From an optimization exercise on the open Yosys and OpenROAD flow, aimed at small area; shortcuts taken in it are not production practice.
Only simulation tests tie the RTL to the original design; equivalence was not proved.
Power figures rest on the tool's default switching activity, not on a simulated workload.

## flow/run.sh

```bash
#!/bin/bash
# synth_recipe.tcl (not shown) runs the flow's synth.tcl, then flattens the netlist and writes it again
# the make line also repeats each setting of config.mk as NAME=value (left out here)
make -C /OpenROAD-flow-scripts/flow DESIGN_CONFIG=/design/flow/config.mk WORK_HOME=/design/flow/orfs CLKGATE_MAP_FILE= SYNTH_SCRIPT=/design/flow/synth_recipe.tcl finish
```

## flow/config.mk

```make
export PLATFORM = sky130hd
export DESIGN_NAME = epd_ctrl
export DESIGN_NICKNAME = epd_ctrl
export VERILOG_FILES = /design/flow/design.v
export SDC_FILE = /design/flow/constraint.sdc
export NUM_CORES = 4
export LEC_CHECK = 0
export ABC_AREA = 1
export CAP_MARGIN = 20
export CORE_MARGIN = 2
export CORE_UTILIZATION = 40
export CTS_BUF_LIST = sky130_fd_sc_hd__clkbuf_4 sky130_fd_sc_hd__clkbuf_8
export CTS_CLUSTER_DIAMETER = 60
export CTS_CLUSTER_SIZE = 16
export PLACE_DENSITY = 0.6
export SLEW_MARGIN = 20
```

## flow/design.v

```verilog
module epd_ctrl (
    input  wire        clk,
    input  wire        rst,
    input  wire        bus_valid,
    input  wire        bus_write,
    input  wire [2:0]  bus_addr,
    input  wire [31:0] bus_wdata,
    output wire        bus_ready,
    output reg  [31:0] bus_rdata,
    output wire        pin_drv_en,
    output wire        pin_vdd,
    output wire        pin_vneg,
    output wire        pin_vpos,
    output wire        pin_le,
    output wire        pin_oe,
    output wire        pin_cl,
    output wire        pin_sph,
    output wire [7:0]  pin_d,
    output wire        pin_ckv,
    output wire        pin_gmode,
    output wire        pin_spv
);
    localparam N = 6;
    localparam [1:0] PWR_ON = 2'd3;
    localparam OP_NONE   = 4'd15;
    localparam OP_SET    = 4'd0;
    localparam OP_QCLK   = 4'd2;
    localparam OP_VSTART = 4'd3;
    localparam OP_VSTOP  = 4'd4;
    localparam OP_VWRITE = 4'd5;
    localparam OP_VSKIP  = 4'd6;
    localparam OP_VBULK  = 4'd7;
    localparam OP_HSTART = 4'd8;
    localparam OP_HWRITE = 4'd9;
    localparam OP_HSTOP  = 4'd10;
    localparam OP_GROUND = 4'd11;
    localparam [4:0] A_VDD0 = {4'd0, 1'b0}, A_VDD1 = {4'd0, 1'b1};
    localparam [4:0] A_VNEG0 = {4'd1, 1'b0}, A_VNEG1 = {4'd1, 1'b1};
    localparam [4:0] A_VPOS0 = {4'd2, 1'b0}, A_VPOS1 = {4'd2, 1'b1};
    localparam [4:0] A_OE0 = {4'd4, 1'b0}, A_OE1 = {4'd4, 1'b1};
    localparam S_IDLE      = 6'd0;
    localparam S_INIT      = 6'd1;
    localparam S_POFF0     = 6'd2;
    localparam S_POFF1     = 6'd3;
    localparam S_POFF2     = 6'd4;
    localparam S_POFF3     = 6'd5;
    localparam S_POFF4     = 6'd6;
    localparam S_BOARD     = 6'd7;
    localparam S_B1        = 6'd8;
    localparam S_B2        = 6'd9;
    localparam S_B3        = 6'd10;
    localparam S_B4        = 6'd11;
    localparam S_CMAP      = 6'd12;
    localparam S_FL_RET    = 6'd13;
    localparam S_FL        = 6'd14;
    localparam S_PASS      = 6'd15;
    localparam S_ROW       = 6'd16;
    localparam S_SKIP      = 6'd17;
    localparam S_LINE      = 6'd18;
    localparam S_BYTE      = 6'd19;
    localparam S_HSTOP     = 6'd20;
    localparam S_VW        = 6'd21;
    localparam S_NROW      = 6'd22;
    localparam S_VSTOP     = 6'd23;
    localparam S_DR        = 6'd24;
    localparam S_ALLOC     = 6'd25;
    localparam S_ZF        = 6'd26;
    localparam S_RMW       = 6'd27;
    localparam S_SP        = 6'd28;
    localparam S_PON0      = 6'd29;
    localparam S_PON1      = 6'd30;
    localparam S_PON2      = 6'd31;
    localparam S_PON3      = 6'd32;
    localparam S_PON4      = 6'd33;
    localparam S_PON5      = 6'd34;
    localparam S_PON6      = 6'd35;
    localparam S_PON8      = 6'd36;
    localparam S_SP_DONE   = 6'd37;
    localparam S_SC        = 6'd38;
    localparam S_SC_B      = 6'd39;
    localparam S_SC_HSTOP  = 6'd40;
    localparam S_SC_OE1    = 6'd41;
    localparam S_SC_VST    = 6'd42;
    localparam S_SC_BULK   = 6'd43;
    localparam S_SC_VSTOP  = 6'd44;
    localparam S_SC_OE0    = 6'd45;
    localparam S_SC_WAIT   = 6'd46;
    reg [5:0]  state;
    reg [8:0]  t;         
    reg [2:0]  op;        
    reg        colour;    
    reg [5:0]  px;        
    reg [4:0]  py;        
    reg        inr;       
    reg        init_done;
    reg [1:0]  power;
    reg        err_illegal;
    reg        err_noinit;
    reg        drv_en;
    reg [2:0]  cursor;
    reg [3:0]  ctile [0:N-1];
    reg [1:0]  wc;        
    reg [1:0]  by;        
    reg [2:0]  dy;        
    reg [4:0]  cnt;       
    reg [3:0]  sc;        
    reg [3:0]  s_op;
    reg [4:0]  s_arg;
    reg [8:0]  s_end;
    always @(*) begin
        s_op  = OP_NONE;
        s_arg = 5'd0;
        s_end = 9'd0;
        case (state)
            S_POFF0:    begin s_op = OP_SET; s_arg = A_VPOS0; s_end = 9'd3; end
            S_POFF1:    begin s_op = OP_SET; s_arg = A_VNEG0; s_end = 9'd3; end
            S_POFF2:    s_end = 9'd402;
            S_POFF3:    begin s_op = OP_GROUND; s_end = 9'd10; end
            S_POFF4:    begin s_op = OP_SET; s_arg = A_VDD0; s_end = 9'd4; end
            S_B1:       begin s_op = OP_SET; s_arg = A_VPOS0; s_end = 9'd3; end
            S_B2:       begin s_op = OP_SET; s_arg = A_VNEG0; s_end = 9'd3; end
            S_B3:       begin s_op = OP_GROUND; s_end = 9'd10; end
            S_B4:       begin s_op = OP_SET; s_arg = A_VDD0; s_end = 9'd3; end
            S_CMAP:     s_end = 9'd16;
            S_PASS:     begin s_op = OP_VSTART; s_end = 9'd17; end
            S_SKIP:     begin s_op = OP_VSKIP; s_end = 9'd10; end
            S_LINE:     begin s_op = OP_HSTART; s_end = 9'd5; end
            S_BYTE:     begin s_op = OP_HWRITE; s_end = 9'd8; end
            S_HSTOP:    begin s_op = OP_HSTOP; s_end = 9'd6; end
            S_VW:       begin s_op = OP_VWRITE; s_end = 9'd24; end
            S_VSTOP:    begin s_op = OP_VSTOP; s_end = 9'd24; end
            S_ZF:       s_end = 9'd33;
            S_PON0:     begin s_op = OP_SET; s_arg = A_VDD1; s_end = 9'd3; end
            S_PON1:     s_end = 9'd42;
            S_PON2:     begin s_op = OP_SET; s_arg = A_VNEG1; s_end = 9'd3; end
            S_PON3:     s_end = 9'd202;
            S_PON4:     begin s_op = OP_SET; s_arg = A_VPOS1; s_end = 9'd3; end
            S_PON5:     begin s_op = OP_VSTART; s_end = 9'd17; end
            S_PON6:     begin s_op = OP_QCLK; s_end = 9'd7; end
            S_PON8:     begin s_op = OP_VSTOP; s_end = 9'd24; end
            S_SC:       begin s_op = OP_HSTART; s_end = 9'd5; end
            S_SC_B:     begin s_op = OP_HWRITE; s_end = 9'd8; end
            S_SC_HSTOP: begin s_op = OP_HSTOP; s_end = 9'd6; end
            S_SC_OE1:   begin s_op = OP_SET; s_arg = A_OE1; s_end = 9'd3; end
            S_SC_VST:   begin s_op = OP_VSTART; s_end = 9'd17; end
            S_SC_BULK:  begin s_op = OP_VBULK; s_end = 9'd25; end
            S_SC_VSTOP: begin s_op = OP_VSTOP; s_end = 9'd23; end
            S_SC_OE0:   begin s_op = OP_SET; s_arg = A_OE0; s_end = 9'd3; end
            S_SC_WAIT:  s_end = 9'd23;
            default: ;
        endcase
    end
    wire last = (t == s_end);
    wire [7:0] hw_byte;
    wire [4:0] t5 = t[4:0];
    reg vdd, vneg, vpos, le, oe, cl, sph, ckv, gmode, spv;
    reg [7:0] d;
    assign pin_vdd = vdd;
    assign pin_vneg = vneg;
    assign pin_vpos = vpos;
    assign pin_le = le;
    assign pin_oe = oe;
    assign pin_cl = cl;
    assign pin_sph = sph;
    assign pin_d = d;
    assign pin_ckv = ckv;
    assign pin_gmode = gmode;
    assign pin_spv = spv;
    always @(posedge clk) begin
        if (rst) begin
            vdd <= 1'b0; vneg <= 1'b0; vpos <= 1'b0; le <= 1'b0; oe <= 1'b0;
            cl <= 1'b0; sph <= 1'b0; d <= 8'h00; ckv <= 1'b0; gmode <= 1'b0; spv <= 1'b0;
        end else begin
            case (s_op)
                OP_SET: if (t5 == 5'd2) begin
                    case (s_arg[4:1])
                        4'd0: vdd  <= s_arg[0];
                        4'd1: vneg <= s_arg[0];
                        4'd2: vpos <= s_arg[0];
                        default: oe <= s_arg[0];
                    endcase
                end
                OP_GROUND: case (t5)
                    5'd2: le    <= 1'b0;
                    5'd3: oe    <= 1'b0;
                    5'd4: cl    <= 1'b0;
                    5'd5: sph   <= 1'b0;
                    5'd6: d     <= 8'h00;
                    5'd7: ckv   <= 1'b0;
                    5'd8: gmode <= 1'b0;
                    5'd9: spv   <= 1'b0;
                    default: ;
                endcase
                OP_HSTART: case (t5)
                    5'd2: le  <= 1'b0;
                    5'd3: oe  <= 1'b0;
                    5'd4: sph <= 1'b0;
                    default: ;
                endcase
                OP_HWRITE: case (t5)
                    5'd2: d  <= hw_byte;
                    5'd4: cl <= 1'b1;
                    5'd6: cl <= 1'b0;
                    default: ;
                endcase
                OP_HSTOP: case (t5)
                    5'd2: le  <= 1'b1;
                    5'd4: le  <= 1'b0;
                    5'd5: sph <= 1'b1;
                    default: ;
                endcase
                OP_VSTART: case (t5)
                    5'd2: gmode <= 1'b1;
                    5'd3, 5'd8, 5'd13: ckv <= 1'b1;
                    5'd5, 5'd10, 5'd15: ckv <= 1'b0;
                    5'd7: spv <= 1'b0;
                    5'd12: spv <= 1'b1;
                    default: ;
                endcase
                OP_VSTOP: begin
                    if (t5 == 5'd2) gmode <= 1'b0;
                    else if (t5[0] && t5 >= 5'd3 && t5 <= 5'd21) ckv <= t5[1];
                end
                OP_QCLK: case (t5)
                    5'd2: ckv <= 1'b1;
                    5'd4: ckv <= 1'b0;
                    default: ;
                endcase
                OP_VWRITE: case (t5)
                    5'd2: ckv <= 1'b1;
                    5'd3: oe  <= 1'b1;
                    5'd9: oe  <= 1'b0;
                    5'd10: ckv <= 1'b0;
                    default: ;
                endcase
                OP_VSKIP: case (t5)
                    5'd2: ckv <= 1'b1;
                    5'd3: oe  <= 1'b1;
                    5'd5: oe  <= 1'b0;
                    5'd6: ckv <= 1'b0;
                    default: ;
                endcase
                OP_VBULK: case (t5)
                    5'd2: ckv <= 1'b1;
                    5'd11: ckv <= 1'b0;
                    default: ;
                endcase
                default: ;
            endcase
        end
    end
    assign pin_drv_en = drv_en;
    wire busy = (state != S_IDLE);
    wire cmd_wr = bus_valid && bus_write && (bus_addr == 3'd0);
    assign bus_ready = !(cmd_wr && busy);
    wire [31:0] status = {7'd0, drv_en, 5'd0, cursor, 6'd0, err_noinit, err_illegal,
                          2'd0, power, 2'd0, init_done, busy};
    always @(*) begin
        case (bus_addr)
            3'd1: bus_rdata = status;
            3'd2: bus_rdata = {16'd32, 16'd64};
            3'd3: bus_rdata = {16'd8, 16'd16};
            3'd4: bus_rdata = {4'd4, 1'b0, 2'd0, 1'b1, 8'd10, 8'd4, 8'd6};
            default: bus_rdata = 32'd0;
        endcase
    end
    wire [31:0] w = bus_wdata;
    wire w_legal = ((w[31:28] == 4'h1 || w[31:28] == 4'h4) && w[27:0] == 28'd0) ||
                   (w[31:28] == 4'h2 && w[26:24] == 3'd0) ||
                   (w[31:28] == 4'h3 && w[27:2] == 26'd0) ||
                   (w[31:28] == 4'h5 && w[26:0] == 27'd0);
    wire [1:0] mode = px[1:0];
    reg        rmw_d;     
    wire       drawing = state == S_DR || state == S_ALLOC || state == S_ZF || state == S_RMW || rmw_d;
    wire [3:0] lk_tile = drawing ? {py[4:3], px[5:4]} : {by, cnt[3:2]};
    wire [5:0] hv;
    genvar k;
    generate
        for (k = 0; k < N; k = k + 1) begin : g_cam
            assign hv[k] = (k < cursor) && (ctile[k] == lk_tile);
        end
    endgenerate
    wire       hit = |hv;
    wire       h_hi = hv[1] | hv[3] | hv[5];
    wire [1:0] h_lo = {hv[4] | hv[5], hv[2] | hv[3]};
    wire row_resident = (cursor > 3'd0 && ctile[0][3:2] == by) ||
                        (cursor > 3'd1 && ctile[1][3:2] == by) ||
                        (cursor > 3'd2 && ctile[2][3:2] == by) ||
                        (cursor > 3'd3 && ctile[3][3:2] == by) ||
                        (cursor > 3'd4 && ctile[4][3:2] == by) ||
                        (cursor > 3'd5 && ctile[5][3:2] == by);
    reg  [1:0]    ph;
    reg  [64*7-1:0] q0, q1, q2;
    wire          t_hi = hit ? h_hi : cursor[0];
    wire [1:0]    t_lo = hit ? h_lo : cursor[2:1];
    wire [5:0]    ridx = drawing ? {t_hi, py[2:0], px[3:2]} : {t_hi, dy, cnt[1:0]};
    wire [6:0]    tap  = q0[ridx*7 +: 7];
    wire          at_tap = (ph == t_lo);
    reg  [6:0]  sg;
    wire [7:0]  rd_byte  = tdec(at_tap ? tap : sg);
    wire [7:0]  pix_old  = rd_byte;
    wire [2:0]  pix_sh   = 3'd6 - {px[1:0], 1'b0};
    wire [7:0]  pix_code = colour ? 8'h02 : 8'h01;
    wire [7:0]  pix_new  = (pix_old & ~(8'h03 << pix_sh)) | (pix_code << pix_sh);
    wire        rmw_en   = (state == S_DR && inr && hit) || (state == S_ZF && t[5])
                           || state == S_RMW || rmw_d;
    wire        rmw_go   = rmw_en && at_tap;
    wire        zf_go    = (state == S_CMAP);
    wire [6:0]  wval     = zf_go ? 7'd0 : tenc(pix_new);
    wire [7:0]  line_byte = hit ? rd_byte : 8'h00;
    wire [7:0] clr_byte = (sc == 4'd0) ? (colour ? 8'h55 : 8'hAA)
                                       : (colour ? 8'hAA : 8'h55);
    assign hw_byte = (op == 3'd5) ? clr_byte : line_byte;
    integer r;
    always @(posedge clk) begin
        if (rst) ph <= 2'd0;
        else     ph <= ph[1] ? 2'd0 : ph + 2'd1;
        if (at_tap) sg <= tap;
        q0 <= q1;
        q1 <= q2;
        for (r = 0; r < 64; r = r + 1)
            q2[r*7 +: 7] <= ((rmw_go && ridx == r) || zf_go)
                            ? wval : q0[r*7 +: 7];
    end
    function [3:0] pdec(input [2:0] c);
        pdec = (c[1] & c[0]) ? {2'b10, 1'b0, c[2]} : {1'b0, c[2], c[1:0]};
    endfunction
    function [2:0] penc(input [3:0] p);
        penc = {p[3] ? p[0] : p[2], p[3] | p[1], p[3] | p[0]};
    endfunction
    function [7:0] tdec(input [6:0] g);
        reg [3:0] a, b;
        begin
            a = pdec(g[6] ? g[2:0] : g[5:3]);
            b = pdec(g[2:0]);
            tdec = {(g[6] & g[5]) ? 4'b1010 : a, (g[6] & g[4]) ? 4'b1010 : b};
        end
    endfunction
    function [6:0] tenc(input [7:0] v);
        reg e1, e2;
        begin
            e1 = v[7] & v[5];
            e2 = v[3] & v[1];
            tenc = (e1 | e2) ? {1'b1, e1, e2, 1'b0, penc(e1 ? v[3:0] : v[7:4])}
                             : {1'b0, penc(v[7:4]), penc(v[3:0])};
        end
    endfunction
    always @(posedge clk) begin
        if (rst) begin
            state       <= S_IDLE;
            t           <= 9'd0;
            init_done   <= 1'b0;
            power       <= 2'd0;
            err_illegal <= 1'b0;
            err_noinit  <= 1'b0;
            drv_en      <= 1'b0;
            rmw_d       <= 1'b0;
        end else begin
            rmw_d <= state == S_RMW || (state == S_ZF && last);
            t     <= last ? 9'd0 : t + 9'd1;
            if (state == S_ZF && t == 9'd32) begin
                ctile[cursor] <= {py[4:3], px[5:4]};
                cursor        <= cursor + 3'd1;
            end
            if (state == S_CMAP && t == 9'd15) cursor <= 3'd0;
            if (last) case (state)
                S_IDLE: begin
                    if (cmd_wr) begin
                        if (!w_legal)
                            err_illegal <= 1'b1;
                        else if (!init_done && w[31:28] != 4'h1)
                            err_noinit <= 1'b1;
                        else begin
                            op     <= w[30:28];
                            colour <= w[27];
                            px     <= w[5:0];
                            py     <= w[16:12];
                            inr    <= (w[11:6] == 6'd0) && (w[23:17] == 7'd0);
                            case (w[31:28])
                                4'h1:    state <= S_INIT;
                                4'h2:    state <= S_DR;
                                4'h3:    state <= S_SP;
                                4'h4:    state <= S_FL;
                                default: state <= S_CMAP;
                            endcase
                        end
                    end
                end
                S_INIT:  state <= (init_done && power == PWR_ON) ? S_POFF0 : S_BOARD;
                S_BOARD: begin drv_en <= 1'b1; state <= S_B1; end
                S_B1:    state <= S_B2;
                S_B2:    state <= S_B3;
                S_B3:    state <= S_B4;
                S_B4:    state <= S_CMAP;
                S_POFF0: state <= S_POFF1;
                S_POFF1: state <= S_POFF2;
                S_POFF2: state <= S_POFF3;
                S_POFF3: state <= S_POFF4;
                S_POFF4: state <= (op == 3'd1) ? S_BOARD : S_SP_DONE;
                S_CMAP: begin
                    case (op)
                        3'd1: begin
                            power     <= 2'd0;
                            init_done <= 1'b1;
                            state     <= S_IDLE;
                        end
                        3'd5: begin
                            sc    <= 4'd0;
                            state <= S_SC;
                        end
                        default: state <= S_FL_RET;
                    endcase
                end
                S_FL_RET: begin
                    case (op)
                        3'd2:    state <= S_ALLOC;
                        3'd3:    state <= S_POFF0;
                        default: state <= S_IDLE;
                    endcase
                end
                S_FL: begin
                    wc    <= 2'd0;
                    state <= S_PASS;
                end
                S_PASS: begin
                    by    <= 2'd0;
                    state <= S_ROW;
                end
                S_ROW: begin
                    cnt <= 5'd0;
                    dy  <= 3'd0;
                    state <= row_resident ? S_LINE : S_SKIP;
                end
                S_SKIP: begin
                    cnt <= cnt + 5'd1;
                    state <= (cnt == 5'd7) ? S_NROW : S_SKIP;
                end
                S_LINE: begin
                    cnt   <= 5'd0;
                    state <= S_BYTE;
                end
                S_BYTE: begin
                    cnt <= cnt + 5'd1;
                    state <= (cnt == 5'd15) ? S_HSTOP : S_BYTE;
                end
                S_HSTOP: state <= S_VW;
                S_VW: begin
                    dy <= dy + 3'd1;
                    state <= (dy == 3'd7) ? S_NROW : S_LINE;
                end
                S_NROW: begin
                    by <= by + 2'd1;
                    state <= (by == 2'd3) ? S_VSTOP : S_ROW;
                end
                S_VSTOP: begin
                    wc <= wc + 2'd1;
                    state <= (wc == 2'd3) ? S_CMAP : S_PASS;
                end
                S_DR: begin
                    if (!inr)
                        state <= S_IDLE;
                    else if (hit)
                        state <= S_RMW;
                    else if (cursor == N)
                        state <= S_FL;
                    else
                        state <= S_ALLOC;
                end
                S_ALLOC: state <= S_ZF;
                S_ZF:    state <= S_IDLE;
                S_RMW:   state <= S_IDLE;
                S_SP: begin
                    if (mode == power)
                        state <= S_IDLE;
                    else if (mode == PWR_ON)
                        state <= S_PON0;
                    else if (power == PWR_ON)
                        state <= S_FL;
                    else
                        state <= S_SP_DONE;
                end
                S_PON0: state <= S_PON1;
                S_PON1: state <= S_PON2;
                S_PON2: state <= S_PON3;
                S_PON3: state <= S_PON4;
                S_PON4: state <= S_PON5;
                S_PON5: begin
                    cnt   <= 5'd0;
                    state <= S_PON6;
                end
                S_PON6: begin
                    cnt <= cnt + 5'd1;
                    state <= (cnt == 5'd31) ? S_PON8 : S_PON6;
                end
                S_PON8, S_SP_DONE: begin
                    power <= mode;
                    state <= S_IDLE;
                end
                S_SC: begin
                    cnt   <= 5'd0;
                    state <= S_SC_B;
                end
                S_SC_B: begin
                    cnt <= cnt + 5'd1;
                    state <= (cnt == 5'd15) ? S_SC_HSTOP : S_SC_B;
                end
                S_SC_HSTOP: state <= S_SC_OE1;
                S_SC_OE1:   state <= S_SC_VST;
                S_SC_VST: begin
                    cnt   <= 5'd0;
                    state <= S_SC_BULK;
                end
                S_SC_BULK: begin
                    cnt <= cnt + 5'd1;
                    state <= (cnt == 5'd31) ? S_SC_VSTOP : S_SC_BULK;
                end
                S_SC_VSTOP: state <= S_SC_OE0;
                S_SC_OE0:   state <= S_SC_WAIT;
                S_SC_WAIT: begin
                    sc <= sc + 4'd1;
                    state <= (sc == 4'd10) ? S_IDLE : S_SC;
                end
                default: state <= S_IDLE;
            endcase
        end
    end
endmodule
```

## flow/constraint.sdc

```tcl
create_clock -name core_clock -period 10.0 [get_ports {clk}]
set_input_delay 2.0000 -clock core_clock [delete_from_list [all_inputs] [get_ports {clk}]]
set_output_delay 2.0000 -clock core_clock [all_outputs]
set_load 0.01 [all_outputs]
```

==> impl_metrics.tcl, run 1 <==
set metrics [dict create \
    cts_max_level 3 \
    stdcell_area_mm2 0.0495 \
    grt_setup_unrepaired "false" \
    slew_headroom 0.244 \
    muxShareOfSynthArea 0 \
    synth_cell_types 55 \
    cp_common_cell "nand2_1" \
    drt_iter0_drc 2689 \
    hp-class "reg2reg" \
    dpl-instance-area_mm2 0.0478 \
    p_per_area_mw_per_mm2 236 \
    ant_nets 0 \
    grt_use_total 0.201 \
    final_common_cell "nand2_1" \
    ys_seq_elements 1469 \
    drive_above_1_share 0.0479 \
    syn_to_final_growth_pct 8.45 \
    async_flop_share 0 \
    start_kind "register" \
    worstMarginPinSlew_ps 1130 \
    cp_data_required_time_ps 10700 \
    cts-root-buf "clkbuf_8" \
    drt_wl_total_um 119000 \
    clock.fmax_mhz 144 \
    finalCritPeriodShare 0.693 \
    r2r_slack_ps 3070 \
    final.setup.tns_ps 0 \
    max_cap_viol_count 0 \
    wl_per_cell_um 18.2 \
    cts_buffers 107 \
    yosys_warnings 1 \
    rows 123 \
    synth_edf_count 59 \
    status "complete, no violations" \
    clk_latency_ps 800 \
    critPathKind "reg2reg" \
    setup_viol 0 \
    crit_path_end_kind "register" \
    die_h_um 342 \
    grt_remaining_overflow 0 \
    synthAdderAreaFrac 0.00685 \
    cts_resized 0 \
    path_clk_slew_ps 100 \
    initial_core_util 0.404 \
    min_path_cells 0 \
    grt_pass1_wl_um 183000 \
    design.core.area_mm2 0.113 \
    synth-compound-area-share 0.0771 \
    grt_max_degree 65 \
    finalPower_mw 11.7 \
    grt_pass1_vias 30900 \
    dp_hpwl_um 76200 \
    synth_top_family_by_area "simple AND/OR/NAND/NOR gates" \
    synth_simple_gate_area_frac 0.204 \
    firstDrtPassIters 5 \
    io_pins 91 \
    final_cell_mix "1595 x nand2_1, 1410 x dfxtp_1, 297 x inv_1" \
    hold_viol_final 0 \
    cts_tree "yes" \
    portBuffers 74 \
    post-cts-setup-buffer-count 0 \
    synth_flop_cell "dfxtp_1" \
    viasPerCell 4.86 \
    vias 31800 \
    leakagePower_nw 20.4 \
    skew_ps 61.2 \
    hold_buffers 0 \
    finalMaxSlewViolations 0 \
    synth_xor_area_frac 0.00537 \
    crit_slowest_cell "nor2_4" \
    ir_worst_vdd_mv 0.114 \
    r2r_cells 30 \
    syn_area_mm2 0.0457 \
    arrival_ps 7630 \
    clock-sinks 1469 \
    route.detailed.drc 0 \
    yosysSeqAreaShare 0.657 \
    syn_area_per_cell_um2 9.15 \
    die_w_um 342 \
    cpPeakStageDelay_ps 940 \
    antenna_found_initial 1 \
    die_area_mm2 0.117 \
    clk_path_buf_depth 3 \
    layout_min_cycle_time_ps 6930 \
    layout.nets 5097 \
    path_max_fanout 42 \
    synthCells 4996 \
    place.gp.congestion 0.888 \
]
[layout make-up]
| class | instances | area, um2 |
|---|---|---|
| inverters | 340 | 1280 |
| flip-flops and latches | 1469 | 30000 |
| repair buffers | 111 | 1060 |
| clock buffers | 112 | 1520 |
| well taps | 1500 | 1880 |
| clock inverters | 17 | 255 |
| fillers | 11100 | 63400 |
| multi-input cells | 3004 | 13600 |
| diodes | 1 | 2.50 |
[cell usage after synthesis (6+ instances only)]
| library cell | count | area [um2] |
|---|---|---|
| buf_4 | 37 | 278 |
| or2_2 | 11 | 68.8 |
| nor4_1 | 14 | 87.6 |
| nor2_1 | 266 | 998 |
| a31oi_1 | 6 | 37.5 |
| clkbuf_1 | 53 | 199 |
| o211ai_1 | 6 | 45.0 |
| nand2_2 | 15 | 93.8 |
| edfxtp_1 | 59 | 1770 |
| clkinv_1 | 37 | 139 |
| nand2_4 | 9 | 101 |
| o21ai_2 | 6 | 52.6 |
| nand4_1 | 43 | 269 |
| xor2_1 | 16 | 140 |
| nand2_1 | 1601 | 6010 |
| xnor2_1 | 12 | 105 |
| inv_1 | 297 | 1110 |
| buf_1 | 23 | 86.3 |
| buf_2 | 78 | 390 |
| nand3_2 | 7 | 70.1 |
| a21oi_1 | 110 | 551 |
| nor3_1 | 32 | 160 |
| buf_6 | 6 | 67.6 |
| o21ai_1 | 211 | 1060 |
| inv_2 | 6 | 22.5 |
| ha_1 | 25 | 313 |
| dfxtp_1 | 1410 | 28200 |
| nand3_1 | 258 | 1290 |
| o21ai_0 | 271 | 1360 |
| a211oi_1 | 8 | 60.1 |
[kinds of logic (layout without fill, tap and decap cells)]
group	count (synthesis)	after routing
AO/OA/AOI/OAI	660	660
XOR/XNOR	28	28
adder cells (fa/ha/maj)	25	25
buffers and inverters	538	580
flip-flops	1469	1469
other	1	17
AND/OR/NAND/NOR	2275	2275
[where the power goes]
part	total, mW	internal (mW)	switching (mW)
logic	1.63	0.494	1.14
registers	7.13	6.81	0.323
clock network	2.95	1.12	1.83
[through the flow]
step	instances	util	worst slack [ps]	hold WS, ps
6_report	6554	0.439	3070	298
5_1_grt	6554	0.439	2610	299
4_1_cts	6553	0.439	3110	271
3_5_place_dp	6424	0.423	3140	312
3_3_place_gp	6421	0.422	3120	310
2_1_floorplan	5011	-	4740	310
[state kept, by name (all words and copies together) (netlist names), 6 cells and up]
signal	count
q0	448
q1	448
px	6
t	9
state	6
sg	7
q2	448
ctile	24
d	8
s_end	9
[critical path, delay by kind of cell (launching register included)]
kind | cells | cell delay, ps
buf+inv | 4 | 1900
flops | 1 | 410
simple gates | 23 | 3460
compound gates | 3 | 990
[path summary, 6_finish.rpt]
kind	startpoint	to
min reg2reg	q2[366]	q1[366]
min	q2[366]	q1[366]
max	state[3]	q2[168]
max reg2reg	state[3]	q2[168]
[metal layers]
metal | vias up | track usage | part of all wire
met5 | - | 0 | 0
met4 | 0 | 0.0549 | 0.022
met3 | 157 | 0.0248 | 0.050
met2 | 838 | 0.331 | 0.45
met1 | 15000 | 0.280 | 0.47
li1 | 15900 | - | -
==> inputs of run 2 (changes only) <==
==> flow/flow/run.sh (new file) <==
#!/bin/bash
# Own layout flow: the standard layout (standard.sh), with two changes in how
# the layout is made:
#  - synthesis is the standard synthesis (synth_recipe.tcl), except that ABC maps
#    the combinational logic with an area-oriented script (flow/area.abc);
#    registers, their names and cell types are those of the standard synthesis;
#  - clock tree synthesis runs without dummy loads and with small clock buffers.
# Each tool's full output goes to a log file in the work folder.
set -euo pipefail
W=$(pwd)
cat > "$W/own_synth.tcl" <<EOT
proc abc {args} {
  set i [lsearch \$args -script]
  if {\$i >= 0} { lset args [expr {\$i + 1}] {$W/flow/area.abc} }
  yosys abc {*}\$args
}
source {$W/synth_recipe.tcl}
EOT
sed "s#SYNTH_SCRIPT=[^ ]*synth_recipe.tcl#SYNTH_SCRIPT=$W/own_synth.tcl#" standard.sh > own_standard.sh
grep -q "SYNTH_SCRIPT=$W/own_synth.tcl" own_standard.sh
export CTS_ARGS="-sink_clustering_enable -repair_clock_nets -dont_use_dummy_load -sink_clustering_size 16 -sink_clustering_max_diameter 60 -buf_list {sky130_fd_sc_hd__clkbuf_4 sky130_fd_sc_hd__clkbuf_8}"
bash own_standard.sh synth > synth.log 2>&1
bash own_standard.sh > layout.log 2>&1
test -s out/final.def
==> flow/flow/area.abc (new file) <==
strash
&get -n
&dch -f
&nf -a -R 1000
&put
topo
==> flow/standard.sh (new file) <==
#!/bin/bash
# synth_recipe.tcl (not shown) runs the flow's synth.tcl, then flattens the netlist and writes it again
# the make line also repeats each setting of config.mk as NAME=value (left out here)
make -C /OpenROAD-flow-scripts/flow DESIGN_CONFIG=/design/flow/config.mk WORK_HOME=/design/flow/orfs CLKGATE_MAP_FILE= SYNTH_SCRIPT=/design/flow/synth_recipe.tcl "${@:-finish}"
==> flow/config.mk (replaced) <==
export PLATFORM = sky130hd
export DESIGN_NAME = epd_ctrl
export DESIGN_NICKNAME = epd_ctrl
export VERILOG_FILES = /design/flow/design.v
export SDC_FILE = /design/flow/constraint.sdc
export NUM_CORES = 4
export LEC_CHECK = 0
export CAP_MARGIN = 20
export CORE_MARGIN = 2
export CORE_UTILIZATION = 40
export PLACE_DENSITY = 0.6
export SLEW_MARGIN = 20
removed: flow/run.sh
==> run 2 against run 1 <==
Compared with the run above:
- still clean on timing, DRC and antenna
- final cell count fell by 19%
- sequential share of layout area rose by 4.0 points
- critical endpoint is now q2[0]
- flip-flop and latch count did not move
- clock power fell by 9.8%
- utilization rose by 0.99 points
- routed wire length fell by 17%
- register-to-register slack got worse by 1600 ps
==> impl_metrics.tcl, run 2 <==
set metrics [dict create \
    status "complete, no violations" \
    antenna_found_initial 2 \
    netlist_top_cells_count "1410 x dfxtp_1, 581 x nand2_1, 511 x o21ai_0, 236 x a22oi_1, 224 x nor2_1" \
    seqCellArea_mm2 0.0300 \
    initial_core_util 0.403 \
    wl_per_cell_um 18.6 \
    multi_input_area_mm2 0.0118 \
    slew_headroom 0.251 \
    viasPerCell 5.04 \
    hold_viol_final 0 \
    dp_hpwl_um 63300 \
    grt_max_degree 72 \
    yosysMostFrequentCell "dfxtp_1" \
    fillers 9778 \
    cts_tree "yes" \
    die_area_mm2 0.107 \
    hold_buffers 0 \
    skew_ps 105 \
    synth_area_leaders "dfxtp_1 67%, o21ai_0 6.1%, nand2_1 5.2%, a22oi_1 4.2%, edfxtp_1 4.2%" \
    portBuffers 74 \
    io_pins 91 \
    synth_flop_cell "dfxtp_1" \
    ys_seq_elements 1469 \
    hp-class "reg2reg" \
    cp_data_required_time_ps 10590 \
    grt_use_total 0.182 \
    clk_latency_ps 780 \
    place.gp.congestion 0.894 \
    syn_area_mm2 0.0418 \
    yosysSeqAreaShare 0.717 \
    finalCritPeriodShare 0.851 \
    grt_remaining_overflow 0 \
    max_cap_viol_count 0 \
    design.core.area_mm2 0.104 \
    finalPower_mw 12.3 \
    final_common_cell "dfxtp_1" \
    cts_buffers 107 \
    rows 118 \
    top_regs "q0 x448, q1 x448, q2 x448" \
    cts_max_level 3 \
    synthCells 3701 \
    clock.fmax_mhz 117 \
    grt_pass1_vias 25700 \
    setup_viol 0 \
    syn_to_final_growth_pct 11.2 \
    critPathKind "reg2reg" \
    arrival_ps 9100 \
    async_flop_share 0 \
    clock-sinks 1469 \
    yosys.area.top_type_share 0.675 \
    worstMarginPinSlew_ps 1110 \
    clk_path_buf_depth 3 \
    dpl-instance-area_mm2 0.0450 \
    synth_top_area_cell "dfxtp_1" \
    final_cell_mix "1410 x dfxtp_1, 580 x nand2_1, 507 x o21ai_0" \
    p_per_area_mw_per_mm2 264 \
    die_h_um 327 \
    synth_edf_count 59 \
    synth_cell_types 58 \
    start_kind "register" \
    grt_pass1_wl_um 153000 \
    finalMaxSlewViolations 0 \
    ir_worst_vdd_mv 0.140 \
    path_max_fanout 64 \
    leakagePower_nw 16.6 \
    stdcell_area_mm2 0.0465 \
    crit_path_end_kind "register" \
    cts-root-buf "clkbuf_8" \
    post-cts-setup-buffer-count 0 \
    vias 26900 \
    layout_min_cycle_time_ps 8510 \
    drt_wl_total_um 99100 \
    path_clk_slew_ps 90 \
    layout.nets 4012 \
    ant_nets 0 \
    drive_above_1_share 0.0522 \
    firstDrtPassIters 5 \
    route.detailed.drc 0 \
    syn_area_per_cell_um2 11.3 \
    cts_resized 0 \
    die_w_um 327 \
    grt_setup_unrepaired "false" \
    drt_iter0_drc 2081 \
    final.setup.tns_ps 0 \
    yosys_warnings 1 \
]
run 2: logic make-up after synthesis:
group	share of synthesized area
AND/OR/NAND/NOR	0.106
adder cells (fa/ha/maj)	0.00748
multiplexers	0.00670
flip-flops	0.717
other	0.0000897
buffers and inverters	0.00583
AO/OA/AOI/OAI	0.147
XOR/XNOR	0.00963
run 2: power breakdown:
part / internal [mW] / leakage [nW] / switching, mW
Sequential: 7.58 / 12.0 / 0.564
Combinational: 0.500 / 3.87 / 0.973
Clock: 0.954 / 0.769 / 1.71
run 2: area by class of cell:
| type | count | share of cell area |
|---|---|---|
| Timing Repair Buffer | 142 | 0.0288 |
| Sequential cell | 1469 | 0.645 |
| Multi-Input combinational cell | 2201 | 0.255 |
| Tap cell | 1380 | 0.0371 |
| Inverter | 27 | 0.00218 |
| Clock buffer | 107 | 0.0317 |
| Antenna cell | 2 | 0.000108 |
run 2: stage by stage:
| stage | instances | worst slack [ps] | utilization | hold WS, ps |
|---|---|---|---|---|
| finish | 5328 | 1490 | 0.449 | 233 |
| global route | 5328 | 692 | 0.449 | 244 |
| CTS | 5325 | 1580 | 0.448 | 234 |
| detailed placement | 5218 | 1570 | 0.434 | 312 |
| global placement | 5218 | 1880 | 0.433 | 310 |
| floorplan | 3716 | 226 | - | 310 |
run 2: routing by layer:
layer	GRT usage	vias to the layer above	routed length (um)
li1	-	13400	-
met1	0.266	12700	49500
met2	0.280	584	43200
met3	0.0245	159	4100
met4	0.0505	0	2300
met5	0	-	0
run 2: final timing paths:
path / endpoint / cells after the start / slack (ps) / startpoint
max: q2[0] / 26 / 1490 / state[4]
min: q0[440] / 0 / 230 / q1[440]
max reg2reg: q2[0] / 26 / 1490 / state[4]
min reg2reg: q0[440] / 0 / 230 / q1[440]
run 2: worst max-delay path, stage by stage (launching register included):
cell	delay, ps
dfxtp_1	360
nor2b_1	150
buf_4	200
a21oi_2	710
mux2i_1	760
xnor2_1	200
a2111oi_0	90
o211ai_1	150
a21boi_0	420
nand2_1	130
nor2_1	570
nand2_1	140
and3_1	220
nor3_2	580
nor2_1	90
a21oi_1	480
mux2i_1	420
nor2_1	70
nor2_1	180
nor2_1	60
a21oi_1	350
nor2_1	280
nor2_1	510
nand3b_1	230
o311ai_4	140
buf_4	660
o21ai_0	210
==> inputs of run 3 (changes only) <==
--- a/flow/design.v
+++ b/flow/design.v
@@ -291,22 +291,21 @@
                         (cursor > 3'd5 && ctile[5][3:2] == by);
     reg  [1:0]    ph;
-    reg  [64*7-1:0] q0, q1, q2;
+    reg  [32*13-1:0] q0, q1, q2;
     wire          t_hi = hit ? h_hi : cursor[0];
     wire [1:0]    t_lo = hit ? h_lo : cursor[2:1];
-    wire [5:0]    ridx = drawing ? {t_hi, py[2:0], px[3:2]} : {t_hi, dy, cnt[1:0]};
-    wire [6:0]    tap  = q0[ridx*7 +: 7];
+    wire [4:0]    ridx = drawing ? {t_hi, py[2:0], px[3]} : {t_hi, dy, cnt[1]};
+    wire [12:0]   tap  = q0[ridx*13 +: 13];
     wire          at_tap = (ph == t_lo);
-    reg  [6:0]  sg;
-    wire [7:0]  rd_byte  = tdec(at_tap ? tap : sg);
-    wire [7:0]  pix_old  = rd_byte;
-    wire [2:0]  pix_sh   = 3'd6 - {px[1:0], 1'b0};
-    wire [7:0]  pix_code = colour ? 8'h02 : 8'h01;
-    wire [7:0]  pix_new  = (pix_old & ~(8'h03 << pix_sh)) | (pix_code << pix_sh);
+    reg  [12:0] sg;
+    wire [15:0] rd_pair  = gdec(at_tap ? tap : sg);
+    wire [3:0]  pix_sh   = 4'd14 - {px[2:0], 1'b0};
+    wire [15:0] pix_code = colour ? 16'h02 : 16'h01;
+    wire [15:0] pix_new  = (rd_pair & ~(16'h03 << pix_sh)) | (pix_code << pix_sh);
     wire        rmw_en   = (state == S_DR && inr && hit) || (state == S_ZF && t[5])
                            || state == S_RMW || rmw_d;
     wire        rmw_go   = rmw_en && at_tap;
     wire        zf_go    = (state == S_CMAP);
-    wire [6:0]  wval     = zf_go ? 7'd0 : tenc(pix_new);
-    wire [7:0]  line_byte = hit ? rd_byte : 8'h00;
+    wire [12:0] wval     = zf_go ? 13'd0 : genc(pix_new);
+    wire [7:0]  line_byte = !hit ? 8'h00 : cnt[0] ? rd_pair[7:0] : rd_pair[15:8];
     wire [7:0] clr_byte = (sc == 4'd0) ? (colour ? 8'h55 : 8'hAA)
                                        : (colour ? 8'hAA : 8'h55);
@@ -319,7 +318,7 @@
         q0 <= q1;
         q1 <= q2;
-        for (r = 0; r < 64; r = r + 1)
-            q2[r*7 +: 7] <= ((rmw_go && ridx == r) || zf_go)
-                            ? wval : q0[r*7 +: 7];
+        for (r = 0; r < 32; r = r + 1)
+            q2[r*13 +: 13] <= ((rmw_go && ridx == r) || zf_go)
+                              ? wval : q0[r*13 +: 13];
     end
     function [3:0] pdec(input [2:0] c);
@@ -329,19 +328,50 @@
         penc = {p[3] ? p[0] : p[2], p[3] | p[1], p[3] | p[0]};
     endfunction
-    function [7:0] tdec(input [6:0] g);
-        reg [3:0] a, b;
+    function [15:0] gdec(input [12:0] g);
+        reg [2:0] c [0:3];
+        reg [3:0] m;
+        integer i;
         begin
-            a = pdec(g[6] ? g[2:0] : g[5:3]);
-            b = pdec(g[2:0]);
-            tdec = {(g[6] & g[5]) ? 4'b1010 : a, (g[6] & g[4]) ? 4'b1010 : b};
+            m = 4'd0;
+            if (!g[12]) begin
+                c[0] = g[11:9]; c[1] = g[8:6]; c[2] = g[5:3]; c[3] = g[2:0];
+            end else if (!g[11]) begin
+                m[g[10:9]] = 1'b1;
+                c[0] = g[8:6];
+                c[1] = (g[10:9] == 2'd0) ? g[8:6] : g[5:3];
+                c[2] = (g[10:9] == 2'd3) ? g[2:0] : g[5:3];
+                c[3] = g[2:0];
+            end else begin
+                m = g[10:7];
+                c[0] = g[5:3];
+                c[1] = m[0] ? g[5:3] : g[2:0];
+                c[2] = (m[0] & m[1]) ? g[5:3] : g[2:0];
+                c[3] = (m[0] & m[1] & m[2]) ? g[5:3] : g[2:0];
+            end
+            for (i = 0; i < 4; i = i + 1)
+                gdec[15-4*i -: 4] = m[i] ? 4'b1010 : pdec(c[i]);
         end
     endfunction
-    function [6:0] tenc(input [7:0] v);
-        reg e1, e2;
+    function [12:0] genc(input [15:0] v);
+        reg [3:0] e;
+        reg [2:0] c [0:3];
+        reg [2:0] u, w;
+        integer i;
         begin
-            e1 = v[7] & v[5];
-            e2 = v[3] & v[1];
-            tenc = (e1 | e2) ? {1'b1, e1, e2, 1'b0, penc(e1 ? v[3:0] : v[7:4])}
-                             : {1'b0, penc(v[7:4]), penc(v[3:0])};
+            for (i = 0; i < 4; i = i + 1) begin
+                e[i] = v[15-4*i] & v[13-4*i];
+                c[i] = penc(v[15-4*i -: 4]);
+            end
+            u = !e[0] ? c[0] : !e[1] ? c[1] : !e[2] ? c[2] : c[3];
+            w = (!e[0] & !e[1]) ? c[1] : ((!e[0] | !e[1]) & !e[2]) ? c[2] : c[3];
+            if (e == 4'd0)
+                genc = {1'b0, c[0], c[1], c[2], c[3]};
+            else if (e == 4'b0001) genc = {2'b10, 2'd0, c[1], c[2], c[3]};
+            else if (e == 4'b0010) genc = {2'b10, 2'd1, c[0], c[2], c[3]};
+            else if (e == 4'b0100) genc = {2'b10, 2'd2, c[0], c[1], c[3]};
+            else if (e == 4'b1000) genc = {2'b10, 2'd3, c[0], c[1], c[2]};
+            else
+                genc = {2'b11, e, 1'b0, (e[0] + e[1] + e[2] + e[3] >= 3) ? (e == 4'b1111 ? 3'd0 : u) : u,
+                        (e[0] + e[1] + e[2] + e[3] >= 3) ? 3'd0 : w};
         end
     endfunction
--- a/flow/flow/run.sh
+++ b/flow/flow/run.sh
@@ -5,5 +5,6 @@
 #    the combinational logic with an area-oriented script (flow/area.abc);
 #    registers, their names and cell types are those of the standard synthesis;
-#  - clock tree synthesis runs without dummy loads and with small clock buffers.
+#  - clock tree synthesis runs without dummy loads and with small clock buffers;
+#  - the port buffers are the smallest buffer cell.
 # Each tool's full output goes to a log file in the work folder.
 set -euo pipefail
@@ -20,4 +21,5 @@
 grep -q "SYNTH_SCRIPT=$W/own_synth.tcl" own_standard.sh
 export CTS_ARGS="-sink_clustering_enable -repair_clock_nets -dont_use_dummy_load -sink_clustering_size 16 -sink_clustering_max_diameter 60 -buf_list {sky130_fd_sc_hd__clkbuf_4 sky130_fd_sc_hd__clkbuf_8}"
+export BUFFER_PORTS_ARGS="-inputs -outputs -buffer_cell sky130_fd_sc_hd__buf_1"
 bash own_standard.sh synth > synth.log 2>&1
 bash own_standard.sh > layout.log 2>&1
--- a/flow/config.mk
+++ b/flow/config.mk
@@ -8,5 +8,5 @@
 export CAP_MARGIN = 20
 export CORE_MARGIN = 2
-export CORE_UTILIZATION = 40
-export PLACE_DENSITY = 0.6
+export CORE_UTILIZATION = 55
+export PLACE_DENSITY = 0.7
 export SLEW_MARGIN = 20
==> run 3 against run 2 <==
Compared with the run above:
- critical path depth up 10
- sequential power down 18%
- routed wire length down 0.22%
- synthesized area down 3.3%
- setup slack worse by 620 ps
- clock power down 7%
- clock skew up 3.2 ps
- largest power group unchanged
==> impl_metrics.tcl, run 3 <==
set metrics [dict create \
    status "complete, no violations" \
    layout_setup_ws_ps 871 \
    netlist_top_cells_count "1320 x dfxtp_1, 566 x nand2_1, 503 x o21ai_0, 243 x nor2_1, 221 x a22oi_1" \
    clock.fmax_mhz 110 \
    intPower_mw 7.68 \
    cp_common_cell "a21oi_1" \
    path_max_fanout 32 \
    worstReg2RegStart "state[2]" \
    layout.nets 4005 \
    synth_top_area_cell "dfxtp_1" \
    dp_hpwl_um 64200 \
    cts-root-buf "clkbuf_8" \
    worstMarginPinSlew_ps 1210 \
    firstDrtPassIters 9 \
    grt_setup_unrepaired "false" \
    ant_nets 0 \
    worstSetupStartpoint "state[2]" \
    finalMaxSlewViolations 0 \
    r2r-end "q2[356]" \
    slew_headroom 0.175 \
    yosys_warnings 3 \
    hold_buffers 0 \
    cpPeakStageDelay_ps 710 \
    setup_viol 0 \
    max_cap_viol_count 0 \
    cp_data_required_time_ps 10520 \
    skew_ps 108 \
    cts_tree "yes" \
    post-cts-setup-buffer-count 0 \
    wl_per_cell_um 20.2 \
    synth_flop_cell "dfxtp_1" \
    design.core.area_mm2 0.0728 \
    syn_area_per_cell_um2 11.0 \
    clock-sinks 1379 \
    synth_cell_types 60 \
    r2r_cells 36 \
    synth_edf_count 59 \
    grt_remaining_overflow 0 \
    route.detailed.drc 0 \
    top_regs "q0 x416, q1 x416, q2 x416" \
    yosysSeqAreaShare 0.698 \
    clk_latency_ps 740 \
    grt_pass1_wl_um 153000 \
    cts_buffers 100 \
    clockPowerShare 0.237 \
    viasPerCell 5.56 \
    endpoint "q2[356]" \
    place.gp.congestion 0.992 \
    die_w_um 275 \
    cts_max_level 3 \
    async_flop_share 0 \
    pwr-share-seq 0.638 \
    grt_max_degree 60 \
    rows 99 \
    final.setup.tns_ps 0 \
    r2r_slack_ps 870 \
    layout_min_cycle_time_ps 9130 \
    antenna_found_initial 1 \
    portBuffers 74 \
    ir_worst_vdd_mv 0.113 \
    io_pins 91 \
    syn_area_mm2 0.0404 \
    switching_power_mw 2.77 \
    grt_use_total 0.262 \
    hp-class "reg2reg" \
    arrival_ps 9650 \
    drt_wl_total_um 98800 \
    final_common_cell "dfxtp_1" \
    crit_slowest_cell "mux2i_1" \
    leakagePower_nw 16.0 \
    synthCells 3660 \
    vias 27200 \
    ys_seq_elements 1379 \
    grt_pass1_vias 26000 \
    hold_viol_final 0 \
    drive_above_1_share 0.0558 \
    initial_core_util 0.555 \
    crit_path_end_kind "register" \
    yosys.area.top_type_share 0.654 \
    drt_iter0_drc 2531 \
    final_cell_mix "1320 x dfxtp_1, 566 x nand2_1, 500 x o21ai_0" \
    die_area_mm2 0.0757 \
    p_per_area_mw_per_mm2 237 \
    finalCritPeriodShare 0.913 \
    die_h_um 275 \
    p_sw_frac 0.265 \
    synth_area_leaders "dfxtp_1 65%, o21ai_0 6.2%, nand2_1 5.3%, edfxtp_1 4.4%, a22oi_1 4.1%" \
    critPathKind "reg2reg" \
    start_kind "register" \
    p_comb_frac 0.125 \
    path_clk_slew_ps 100 \
    yosysMostFrequentCell "dfxtp_1" \
    cts_resized 0 \
    pre_cts_slack_ps 1040 \
    syn_to_final_growth_pct 9.19 \
    clk_path_buf_depth 3 \
]
==> run 3: cell count changes after synthesis, sizes merged, moves of 14 or more <==
cell | before | now
mux2i | 19 | 36
ha | 25 | 39
clkinv | 27 | 49
nor2 | 224 | 243
a22oi | 236 | 221
dfxtp | 1410 | 1320
nand2 | 581 | 566
a31oi | 52 | 24
==> run 3: final cells by class <==
| class | count | area (um2) |
|---|---|---|
| Timing Repair Buffer | 168 | 1090 |
| Clock buffer | 100 | 1380 |
| Antenna cell | 1 | 2.50 |
| Sequential cell | 1379 | 28200 |
| Multi-Input combinational cell | 2228 | 12100 |
| Inverter | 49 | 184 |
| Tap cell | 959 | 1200 |
| Fill cell | 6099 | 28700 |
==> run 3: per-layer routing <==
layer  track usage  vias to the layer above  share of wire
met5             0                        -              0
met4        0.0917                        0          0.031
met3        0.0362                      169          0.056
met2         0.410                      809           0.44
met1         0.374                    12900           0.47
li1              -                    13300              -
==> run 3: how the worst min path moves through the flow <==
stage | startpoint | endpoint | cells after the start
2_1_floorplan | q1[0] | q0[0] | 0
3_3_place_gp | q1[219] | q0[219] | 0
3_5_place_dp | q1[202] | q0[202] | 0
4_1_cts | q1[165] | q0[165] | 0
5_1_grt | q1[204] | q0[204] | 0
6_report | q1[204] | q0[204] | 0
==> run 3: worst max-delay path: cells and delay by family, from the launching register on <==
kind | cells | cell delay, ps
buf+inv | 4 | 960
simple gates | 10 | 2330
mux | 2 | 1100
compound gates | 17 | 2890
flops | 1 | 650
fa+ha+maj | 3 | 1040
==> run 3: logic make-up (layout without fill, tap and decap cells) <==
logic type / Yosys count / in the layout / share of synthesized area
other: 1 / 17 / 0.0000928
AO/OA/AOI/OAI: 1020 / 1020 / 0.148
AND/OR/NAND/NOR: 1060 / 1060 / 0.112
multiplexers: 43 / 43 / 0.0109
adder cells (fa/ha/maj): 40 / 40 / 0.0126
XOR/XNOR: 49 / 49 / 0.0106
flip-flops: 1379 / 1379 / 0.698
buffers and inverters: 68 / 317 / 0.00808
==> run 3: metrics by stage <==
stage | area [um2] | power, mW | util | instances | hold WS, ps
floorplan | 40500 | 7.48 | - | 3675 | 310
global placement | 42700 | 8.04 | 0.587 | 4782 | 310
detailed placement | 42700 | 8.07 | 0.587 | 4783 | 312
CTS | 44100 | 10.5 | 0.606 | 4883 | 255
global route | 44100 | 10.9 | 0.606 | 4884 | 270
finish | 44100 | 10.4 | 0.606 | 4884 | 272
==> run 3: power groups by stage <==
stage | clock [mW] | sequential [mW] | combinational (mW)
5_1_grt | 2.74 | 6.75 | 1.45
3_3_place_gp | 0 | 6.75 | 1.29
4_1_cts | 2.54 | 6.67 | 1.30
3_5_place_dp | 0 | 6.78 | 1.29
2_1_floorplan | 0 | 6.68 | 0.800
6_report | 2.47 | 6.67 | 1.30
==> inputs of run 4 (changes only) <==
--- a/flow/flow/run.sh
+++ b/flow/flow/run.sh
@@ -5,6 +5,5 @@
 #    the combinational logic with an area-oriented script (flow/area.abc);
 #    registers, their names and cell types are those of the standard synthesis;
-#  - clock tree synthesis runs without dummy loads and with small clock buffers;
-#  - the port buffers are the smallest buffer cell.
+#  - clock tree synthesis runs without dummy loads and with small clock buffers.
 # Each tool's full output goes to a log file in the work folder.
 set -euo pipefail
@@ -21,5 +20,4 @@
 grep -q "SYNTH_SCRIPT=$W/own_synth.tcl" own_standard.sh
 export CTS_ARGS="-sink_clustering_enable -repair_clock_nets -dont_use_dummy_load -sink_clustering_size 16 -sink_clustering_max_diameter 60 -buf_list {sky130_fd_sc_hd__clkbuf_4 sky130_fd_sc_hd__clkbuf_8}"
-export BUFFER_PORTS_ARGS="-inputs -outputs -buffer_cell sky130_fd_sc_hd__buf_1"
 bash own_standard.sh synth > synth.log 2>&1
 bash own_standard.sh > layout.log 2>&1
--- a/flow/config.mk
+++ b/flow/config.mk
@@ -8,5 +8,5 @@
 export CAP_MARGIN = 20
 export CORE_MARGIN = 2
-export CORE_UTILIZATION = 55
-export PLACE_DENSITY = 0.7
+export CORE_UTILIZATION = 40
+export PLACE_DENSITY = 0.6
 export SLEW_MARGIN = 20
==> run 4 against run 3 <==
Compared with the run above:
- still clean
- sequential share of layout area is 1.3 points lower
- clock-buffer cell count stayed put
- flip-flop and latch count stayed put
- synthesized cell count stayed put
- worst hold slack worse by 40 ps
- final cell count is 6.9% higher
- total power is 0.41% higher
- clock skew is 42 ps higher
- clock power hardly changed
- highest routed layer unchanged
==> impl_metrics.tcl, run 4 <==
set metrics [dict create \
    multi_input_area_mm2 0.0121 \
    layout.nets 4002 \
    cts_resized 0 \
    syn_area_per_cell_um2 11.0 \
    finalMaxSlewViolations 0 \
    setup_viol 0 \
    die_h_um 322 \
    start_kind "register" \
    synthCells 3660 \
    synth_edf_count 59 \
    skew_ps 150 \
    netlist_top_cells_count "1320 x dfxtp_1, 566 x nand2_1, 503 x o21ai_0, 243 x nor2_1, 221 x a22oi_1" \
    drt_wl_total_um 101000 \
    grt_setup_unrepaired "false" \
    initial_core_util 0.404 \
    grt_max_degree 50 \
    cp_data_required_time_ps 10490 \
    ys_seq_elements 1379 \
    yosysMostFrequentCell "dfxtp_1" \
    fillers 9501 \
    clock-sinks 1379 \
    cpPeakStageDelay_ps 700 \
    vias 26900 \
    crit_slowest_cell "mux2i_1" \
    path_buf_inv 5 \
    clk_latency_ps 770 \
    arrival_ps 9600 \
    final_cell_mix "1320 x dfxtp_1, 566 x nand2_1, 499 x o21ai_0" \
    route.detailed.drc 0 \
    status "complete, no violations" \
    clock.fmax_mhz 110 \
    path_max_fanout 32 \
    cts-root-buf "clkbuf_8" \
    grt_use_total 0.194 \
    clk_path_buf_depth 3 \
    yosys.area.top_type_share 0.654 \
    die_w_um 322 \
    path_clk_slew_ps 100 \
    dp_hpwl_um 66300 \
    seqCellArea_mm2 0.0282 \
    fin_util 0.450 \
    synth_cell_types 60 \
    drt_iter0_drc 2113 \
    async_flop_share 0 \
    viasPerCell 5.15 \
    portBuffers 74 \
    post-cts-setup-buffer-count 0 \
    wl_per_cell_um 19.4 \
    worstMarginPinSlew_ps 1090 \
    synth_area_leaders "dfxtp_1 65%, o21ai_0 6.2%, nand2_1 5.3%, edfxtp_1 4.4%, a22oi_1 4.1%" \
    critPathKind "reg2reg" \
    cts_max_level 3 \
    cts_buffers 100 \
    hold_viol_final 0 \
    grt_remaining_overflow 0 \
    top_regs "q0 x416, q1 x416, q2 x416" \
    syn_area_mm2 0.0404 \
    cp_common_cell "o211ai_1" \
    yosysSeqAreaShare 0.698 \
    p_per_area_mw_per_mm2 233 \
    final.setup.tns_ps 0 \
    antenna_found_initial 2 \
    design.core.area_mm2 0.100 \
    layout_min_cycle_time_ps 9120 \
    syn_to_final_growth_pct 11.5 \
    leakagePower_nw 16.2 \
    finalCritPeriodShare 0.912 \
    slew_headroom 0.273 \
    firstDrtPassIters 5 \
    ant_nets 0 \
    rows 116 \
    final_common_cell "dfxtp_1" \
    hold_buffers 0 \
    die_area_mm2 0.104 \
    grt_pass1_wl_um 156000 \
    yosys_warnings 3 \
    place.gp.congestion 0.902 \
    ir_worst_vdd_mv 0.116 \
    crit_path_end_kind "register" \
    synth_top_area_cell "dfxtp_1" \
    critPathTopFamily "simple AND/OR/NAND/NOR gates" \
    synth_flop_cell "dfxtp_1" \
    grt_pass1_vias 26000 \
    hp-class "reg2reg" \
    drive_above_1_share 0.0564 \
    io_pins 91 \
    cts_tree "yes" \
    max_cap_viol_count 0 \
]
## run 4: cell counts after synthesis
No cell type changed its count.
## run 4: area by class of cell
type | instances | area share
multi-input cells | 2228 | 0.269
flip-flops and latches | 1379 | 0.626
inverters | 49 | 0.00408
diodes | 3 | 0.000167
repair buffers | 165 | 0.0347
clock buffers | 100 | 0.0305
well taps | 1298 | 0.0360
## run 4: final timing paths
path                  from  endpoint  slack (ps)  depth (start not counted)
hold / removal     q2[354]   q1[354]         230                          0
setup / recovery  state[2]   q2[356]         880                         35
hold reg to reg    q2[354]   q1[354]         230                          0
setup reg to reg  state[2]   q2[356]         880                         35
## run 4: where the power goes
part | total [mW] | switching (mW) | internal, mW
registers | 6.66 | 0.299 | 6.36
clock network | 2.50 | 1.61 | 0.894
logic | 1.33 | 0.887 | 0.442
## run 4: metal layers
metal  routed length, um  GRT usage  vias to the layer above  part of all wire
met3                4550     0.0274                      143             0.045
li1                    -          -                    13300                 -
met2               45400      0.308                      644              0.45
met5                   0          0                        -                 0
met1               48900      0.277                    12800              0.48
met4                2370     0.0519                        0             0.023
## run 4: cell families (layout without fill, tap and decap cells)
group / count (synthesis) / in the layout / share of synthesized area
AO/OA/AOI/OAI: 1020 / 1020 / 0.148
XOR/XNOR: 49 / 49 / 0.0106
adder cells (fa/ha/maj): 40 / 40 / 0.0126
buffers and inverters: 68 / 314 / 0.00808
flip-flops: 1379 / 1379 / 0.698
multiplexers: 43 / 43 / 0.0109
other: 1 / 19 / 0.0000928
AND/OR/NAND/NOR: 1060 / 1060 / 0.112
## run 4: per-stage QoR
step / hold slack (ps) / setup slack, ps / cells / power [mW] / area (um2)
6_report: 232 / 884 / 5222 / 10.5 / 45100
5_1_grt: 249 / 74.2 / 5220 / 11.0 / 45100
4_1_cts: 241 / 842 / 5218 / 10.6 / 45000
3_5_place_dp: 312 / 912 / 5118 / 8.10 / 43600
3_3_place_gp: 309 / 1040 / 5118 / 8.08 / 43600
2_1_floorplan: 310 / 237 / 3675 / 7.48 / 40500
==> inputs of run 5 (changes only) <==
--- a/flow/design.v
+++ b/flow/design.v
@@ -297,6 +297,5 @@
     wire [12:0]   tap  = q0[ridx*13 +: 13];
     wire          at_tap = (ph == t_lo);
-    reg  [12:0] sg;
-    wire [15:0] rd_pair  = gdec(at_tap ? tap : sg);
+    wire [15:0] rd_pair  = gdec(tap);
     wire [3:0]  pix_sh   = 4'd14 - {px[2:0], 1'b0};
     wire [15:0] pix_code = colour ? 16'h02 : 16'h01;
@@ -307,5 +306,7 @@
     wire        zf_go    = (state == S_CMAP);
     wire [12:0] wval     = zf_go ? 13'd0 : genc(pix_new);
-    wire [7:0]  line_byte = !hit ? 8'h00 : cnt[0] ? rd_pair[7:0] : rd_pair[15:8];
+    reg  [7:0]  sg;
+    wire [7:0]  tap_byte  = cnt[0] ? rd_pair[7:0] : rd_pair[15:8];
+    wire [7:0]  line_byte = !hit ? 8'h00 : at_tap ? tap_byte : sg;
     wire [7:0] clr_byte = (sc == 4'd0) ? (colour ? 8'h55 : 8'hAA)
                                        : (colour ? 8'hAA : 8'h55);
@@ -315,5 +316,5 @@
         if (rst) ph <= 2'd0;
         else     ph <= ph[1] ? 2'd0 : ph + 2'd1;
-        if (at_tap) sg <= tap;
+        if (at_tap) sg <= tap_byte;
         q0 <= q1;
         q1 <= q2;
--- a/flow/flow/run.sh
+++ b/flow/flow/run.sh
@@ -1,9 +1,10 @@
 #!/bin/bash
-# Own layout flow: the standard layout (standard.sh), with two changes in how
+# Own layout flow: the standard layout (standard.sh), with these changes in how
 # the layout is made:
 #  - synthesis is the standard synthesis (synth_recipe.tcl), except that ABC maps
 #    the combinational logic with an area-oriented script (flow/area.abc);
 #    registers, their names and cell types are those of the standard synthesis;
-#  - clock tree synthesis runs without dummy loads and with small clock buffers.
+#  - clock tree synthesis runs without dummy loads and with small clock buffers;
+#  - the port buffers are the smallest buffer cell.
 # Each tool's full output goes to a log file in the work folder.
 set -euo pipefail
@@ -20,4 +21,5 @@
 grep -q "SYNTH_SCRIPT=$W/own_synth.tcl" own_standard.sh
 export CTS_ARGS="-sink_clustering_enable -repair_clock_nets -dont_use_dummy_load -sink_clustering_size 16 -sink_clustering_max_diameter 60 -buf_list {sky130_fd_sc_hd__clkbuf_4 sky130_fd_sc_hd__clkbuf_8}"
+export BUFFER_PORTS_ARGS="-inputs -outputs -buffer_cell sky130_fd_sc_hd__buf_1"
 bash own_standard.sh synth > synth.log 2>&1
 bash own_standard.sh > layout.log 2>&1
--- a/flow/config.mk
+++ b/flow/config.mk
@@ -8,5 +8,5 @@
 export CAP_MARGIN = 20
 export CORE_MARGIN = 2
-export CORE_UTILIZATION = 40
-export PLACE_DENSITY = 0.6
+export CORE_UTILIZATION = 55
+export PLACE_DENSITY = 0.7
 export SLEW_MARGIN = 20
==> run 5 against run 4 <==
Compared with the run above:
- critical path type unchanged
- cell area is 2.8% lower
- die area is 28% lower
- global-route usage increased by 7.1 points
- combinational power shrank 9.8%
==> impl_metrics.tcl, run 5 <==
set metrics [dict create \
    status "complete, no violations" \
    grt_setup_unrepaired "false" \
    critPathKind "reg2reg" \
    grt_pass1_wl_um 154000 \
    max_cap_viol_count 0 \
    clock.fmax_mhz 109 \
    netlist_top_cells_count "1315 x dfxtp_1, 580 x o21ai_0, 567 x nand2_1, 204 x nor2_1, 158 x o22ai_1" \
    fillers 6032 \
    grt_max_degree 41 \
    slew_headroom 0.304 \
    synth_top_area_cell "dfxtp_1" \
    layout.nets 3990 \
    leakagePower_nw 16.1 \
    vias 27300 \
    setup_viol 0 \
    hold_viol_final 0 \
    synth_area_leaders "dfxtp_1 66%, o21ai_0 7.2%, nand2_1 5.3%, edfxtp_1 4.4%, o22ai_1 2.5%" \
    synth_cell_types 60 \
    cts-root-buf "clkbuf_8" \
    final_cell_mix "1315 x dfxtp_1, 577 x o21ai_0, 562 x nand2_1" \
    top_regs "q0 x416, q1 x416, q2 x416" \
    final_common_cell "dfxtp_1" \
    die_area_mm2 0.0751 \
    drive_above_1_share 0.0599 \
    holdPathEnd "q1[5]" \
    hold_slack_ps 287 \
    hp-class "reg2reg" \
    clk_path_buf_depth 3 \
    min_path_cells 0 \
    worstMarginPinSlew_ps 1030 \
    layout_min_cycle_time_ps 9160 \
    wl_per_cell_um 20.5 \
    rows 98 \
    clk_latency_ps 750 \
    io_pins 91 \
    synth_edf_count 59 \
    crit_path_end_kind "register" \
    synth_flop_cell "dfxtp_1" \
    viasPerCell 5.62 \
    syn_area_mm2 0.0401 \
    place.gp.congestion 0.953 \
    design.core.area_mm2 0.0719 \
    cpPeakStageDelay_ps 740 \
    finalMaxSlewViolations 0 \
    cp_common_cell "nand2_1" \
    r2r_slack_ps 840 \
    path_clk_slew_ps 100 \
    drt_iter0_drc 2219 \
    firstDrtPassIters 5 \
    yosysSeqAreaShare 0.701 \
    arrival_ps 9780 \
    post-cts-setup-buffer-count 0 \
    async_flop_share 0 \
    route.detailed.drc 0 \
    syn_area_per_cell_um2 11.0 \
    ant_nets 0 \
    skew_ps 109 \
    grt_remaining_overflow 0 \
    worstReg2RegStart "state[2]" \
    grt_pass1_vias 26500 \
    r2r_cells 34 \
    yosys_warnings 3 \
    p_per_area_mw_per_mm2 232 \
    initial_core_util 0.558 \
    ir_worst_vdd_mv 0.162 \
    final.setup.tns_ps 0 \
    yosysMostFrequentCell "dfxtp_1" \
    cts_buffers 102 \
    cp_data_required_time_ps 10630 \
    min_from "q2[5]" \
    yosys.area.top_type_share 0.657 \
    synthCells 3640 \
    start_kind "register" \
    cts_max_level 3 \
    portBuffers 74 \
    clock-sinks 1374 \
    antenna_found_initial 1 \
    drt_wl_total_um 99800 \
    crit_slowest_cell "a21oi_1" \
    ys_seq_elements 1374 \
    syn_to_final_growth_pct 9.29 \
    path_max_fanout 26 \
    cts_tree "yes" \
    r2r-end "q2[174]" \
    dp_hpwl_um 65600 \
    grt_use_total 0.266 \
    finalCritPeriodShare 0.916 \
    die_w_um 274 \
    die_h_um 274 \
]
==> run 5: cell types whose count changed in the layout (fill, tap and decap cells not counted), moves of 38 or more <==
cell             previous run  this run
buf_1                       0        73
nor2_1                    221       183
o22ai_1                     4       158
a21oi_1                   182       112
a22oi_1                   221        79
o21ai_0                   499       577
clkdlybuf4s50_1            74         0
==> run 5: critical path: cells and delay by family, from the launching register on <==
family,cells,cell delay (ps)
AO/OA/AOI/OAI,14,3530
adder cells (fa/ha/maj),3,1030
buffers and inverters,4,1010
flip-flops,1,570
multiplexers,2,840
AND/OR/NAND/NOR,11,2040
==> run 5: report_power, final <==
part           total (mW)  switching, mW  internal, mW
sequential           6.45          0.271          6.18
combinational        1.20          0.801         0.399
clock                2.50           1.59         0.911
total                10.1           2.66          7.49
==> run 5: routing by layer <==
metal,wire (um),global-route usage,share of wire,vias to the layer above
met2,45100,0.429,0.45,924
met1,45300,0.365,0.45,12900
met3,5620,0.0362,0.056,225
met5,0,0,0,-
li1,-,-,-,13300
met4,3680,0.0981,0.037,0
==> run 5: worst max path at each step <==
stage                     startpoint  endpoint  slack [ps]  depth (start not counted)
final                       state[2]   q2[174]         840                         34
after global routing        state[2]   q2[249]          50                         31
after CTS                   state[2]     q2[2]         520                         32
after detailed placement    state[2]   q2[405]         610                         32
after global placement      state[2]   q2[405]         730                         30
after floorplan             state[4]   q2[107]         350                         29
==> run 5: layout make-up <==
cell class / count / area [um2] / area share
repair buffers: 171 / 1080 / 0.0247
flip-flops and latches: 1374 / 28100 / 0.641
inverters: 48 / 180 / 0.00411
clock buffers: 102 / 1400 / 0.0320
well taps: 950 / 1190 / 0.0271
multi-input cells: 2214 / 11900 / 0.271
diodes: 2 / 5.00 / 0.000114
==> run 5: cells by family (layout without fill, tap and decap cells) <==
logic type	count (synthesis)	after routing	synth area share
DFF	1374	1374	0.701
and+or+nand+nor	1040	1040	0.111
other	1	18	0.0000935
muxes	43	43	0.0110
xor gates and xnor gates	48	48	0.0105
AOI/OAI and AO/OA	1027	1027	0.145
buffers and inverters	67	321	0.00805
adders and majority gates	40	40	0.0127
==> run 5: timing repair <==
action / 4_1_cts / 5_1_grt
setup endpoints to repair: 0 / 4
resized for setup: 0 / 1
hold buffers: 0 / 0
==> run 5: per-stage QoR <==
step	setup slack, ps	total power, mW	util	instances	instance area [um2]
floorplan	349	7.23	-	3655	40100
global route	48.5	10.6	0.610	4861	43800
global placement	730	7.73	0.590	4757	42400
CTS	520	10.2	0.610	4859	43800
detailed placement	611	7.75	0.590	4757	42400
finish	844	10.1	0.610	4861	43800

==> re-timing with driven ports <==
The flow's constraints put no driver on any port. The routed layouts listed below were extracted and timed again, unchanged, in two steps.
Step 1: set_driving_cell puts a clkbuf_16 on clk and a buf_2 on each other input, an assumption about the parent block.
Step 2 times the ports against the registers' clock, not the clock port: input delays grow and output delays shrink by t, the midpoint of the rising clock arrivals with the driver on.
Three values: ideal ports, drivers, drivers and shift; two values: the first two.
run | t (ns) | setup slack, ns | worst hold slack (ns) | slew at the worst register clock pin (ns) | pins driven straight from the clock port
run 1 | 0.833 | 3.073 / 3.073 / 3.073 | 0.298 / 0.298 / 0.298 | 0.10 / 0.10 | 1
run 2 | 0.800 | 1.487 / 1.487 / 1.487 | 0.233 / 0.233 / 0.233 | 0.10 / 0.10 | 1
run 3 | 0.752 | 0.871 / 0.871 / 0.871 | 0.272 / 0.272 / 0.272 | 0.10 / 0.10 | 1
run 4 | 0.761 | 0.884 / 0.884 / 0.884 | 0.232 / 0.232 / 0.232 | 0.11 / 0.11 | 1
run 5 | 0.754 | 0.844 / 0.844 / 0.844 | 0.287 / 0.287 / 0.287 | 0.10 / 0.10 | 1
After both steps setup and hold are still met in every run listed.
